From an optimization exercise on the open Yosys and OpenROAD flow, aimed at small area; shortcuts taken in it are not production practice.
Function was checked by simulation only, so behaviour that the tests miss may differ from the original.
Power is estimated from default activity; no workload was simulated.

==> wip/cedar <==
## msf60_core
module msf60_core (
    input  wire        clk,
    input  wire        rst,           
    input  wire        cmd_valid,
    output wire        cmd_ready,
    input  wire [63:0] cmd_word,
    output wire        rsp_valid,
    output wire [31:0] rsp_data,
    output wire        acc_valid,
    input  wire        acc_ready,
    output wire [3:0]  acc_kind,
    output wire [8:0]  acc_value,
    output wire        acc_is_valid,
    output wire        acc_track,
    input  wire        acc_answer
);
==> flow/config.mk <==
export PLATFORM = sky130hd
export DESIGN_NAME = msf60_core
export DESIGN_NICKNAME = msf60_core
export VERILOG_FILES = /design/flow/design.v
export SDC_FILE = /design/flow/constraint.sdc
export NUM_CORES = 4
export LEC_CHECK = 0
export ABC_AREA = 1
export CAP_MARGIN = 20
export CORE_MARGIN = 2
export CORE_UTILIZATION = 40
export CTS_BUF_LIST = sky130_fd_sc_hd__clkbuf_8
export CTS_CLUSTER_DIAMETER = 100
export CTS_CLUSTER_SIZE = 16
export PLACE_DENSITY = 0.6
export SLEW_MARGIN = 20
==> flow/constraint.sdc <==
create_clock -name core_clock -period 15.0 [get_ports {clk}]
set_input_delay 3.0000 -clock core_clock [delete_from_list [all_inputs] [get_ports {clk}]]
set_output_delay 3.0000 -clock core_clock [all_outputs]
set_load 0.01 [all_outputs]
run.sh (not shown) runs the stock make flow with config.mk's settings and CLKGATE_MAP_FILE= SYNTH_SCRIPT=/design/flow/synth_recipe.tcl, a recipe that flattens the netlist after the stock synthesis.
==> inputs of wip/nickel, as changes to wip/cedar <==
Settings changed: CTS_BUF_LIST sky130_fd_sc_hd__clkbuf_8 to default, CTS_CLUSTER_DIAMETER 100 to default, CTS_CLUSTER_SIZE 16 to default.
==> inputs of wip/harbor, as changes to wip/cedar <==
==> flow/flow/run.sh (new file) <==
#!/bin/bash
# Standard layout, with the port buffers that buffer_ports inserts made the
# smallest buffer of the library instead of clkdlybuf4s50_1.
set -euo pipefail
export BUFFER_PORTS_ARGS="-buffer_cell sky130_fd_sc_hd__buf_1"
bash standard.sh > standard.log 2>&1
==> flow/standard.sh (new file) <==
#!/bin/bash
# synth_recipe.tcl (not shown) runs the flow's synth.tcl, then flattens the netlist and writes it again
# the make line also repeats each setting of config.mk as NAME=value (left out here)
make -C /OpenROAD-flow-scripts/flow DESIGN_CONFIG=/design/flow/config.mk WORK_HOME=/design/flow/orfs CLKGATE_MAP_FILE= SYNTH_SCRIPT=/design/flow/synth_recipe.tcl "${@:-finish}"
Settings changed: CTS_CLUSTER_SIZE 16 to 12.
removed: flow/run.sh
==> comparison <==
Global-route usage: wip/cedar < wip/nickel < wip/harbor.
Setup slack, lowest first: wip/cedar, wip/nickel, wip/harbor.
In wip/nickel the first-iteration DRC count is larger than in wip/harbor, by 36%.
Of wip/harbor and wip/nickel, wip/harbor has the higher clock skew (gap 29 ps).
The highest design area belongs to wip/nickel, the lowest to wip/harbor.
Clock power: wip/nickel > wip/harbor > wip/cedar.
The highest worst hold slack belongs to wip/nickel, the lowest to wip/harbor.
In sequential power, wip/nickel and wip/harbor hardly differ.
Of wip/cedar and wip/harbor, wip/harbor has the higher routed wire length (gap 2.1%, measured against wip/harbor).
==> figures <==
Run status: wip/nickel finished clean; wip/harbor finished clean; wip/cedar finished clean
Total chip power: wip/nickel 0.00244 W; wip/harbor 0.00202 W; wip/cedar 0.00195 W
Layout cell share with drive strength beyond 1: wip/nickel 7.54%; wip/harbor 6.58%; wip/cedar 5.77%
Worst clock skew: wip/nickel 18.8 ps; wip/harbor 47.4 ps; wip/cedar 29.4 ps
NonClk Buf Share: wip/nickel 7.29%; wip/harbor 3.25%; wip/cedar 7.71%
Initial DRC Count: wip/nickel 738; wip/harbor 544; wip/cedar 696
Cell-internal power: wip/nickel 0.00187 W; wip/harbor 0.00151 W; wip/cedar 0.00146 W
End point of the most critical hold path: wip/nickel t0r[18]; wip/harbor sk[52]; wip/cedar sk[1]
Register-to-register setup slack: wip/nickel 10790 ps; wip/harbor 11180 ps; wip/cedar 10790 ps
Post-route core utilization: wip/nickel 49.5%; wip/harbor 45.2%; wip/cedar 46.9%
Number of levels in the clock H-tree: wip/nickel 2; wip/harbor 2; wip/cedar 1
Routed wire length on met3: wip/nickel 1840 um; wip/harbor 1760 um; wip/cedar 1990 um
Global router's overall resource usage: wip/nickel 17.5%; wip/harbor 17.6%; wip/cedar 17.1%
Signal buffers: wip/nickel 122; wip/harbor 125; wip/cedar 122
Shortest clock period the worst path allows after layout: wip/nickel 7120 ps; wip/harbor 6740 ps; wip/cedar 7200 ps
Layout-to-synthesis area ratio: wip/nickel 1.220x; wip/harbor 1.113x; wip/cedar 1.154x
Wire length on met2: wip/nickel 13600 um; wip/harbor 13500 um; wip/cedar 13400 um
Startpoint of the most critical hold path: wip/nickel t0r[19]; wip/harbor sk[53]; wip/cedar sk[2]
Filler Cells Inserted: wip/nickel 3148; wip/harbor 3317; wip/cedar 3238
Detailed-route wire length on metal 1: wip/nickel 14600 um; wip/harbor 14800 um; wip/cedar 14200 um

## afterwards: timing with drivers on the ports
No port has a modelled driver above. Below, the same layouts with a new extraction and two added sets of constraints. Step 1, drivers: a clkbuf_16 drives clk and a buf_2 each remaining input, both assumed. Step 2 times the ports against the registers' clock, not the clock port: input delays grow and output delays shrink by t, the midpoint of the rising clock arrivals with the driver on. Slacks: ideal / step 1 / step 2; pairs: ideal / step 1.
run | shift t [ns] | setup WS [ns] | worst data-port slew with drivers (ns)
wip/cedar | 0.639 | 7.799 / 7.755 / 8.393 | 0.04
wip/nickel | 0.570 | 7.883 / 7.835 / 8.405 | 0.04
wip/harbor | 0.596 | 8.263 / 8.217 / 8.813 | 0.04
After both steps every run listed still meets setup and hold.
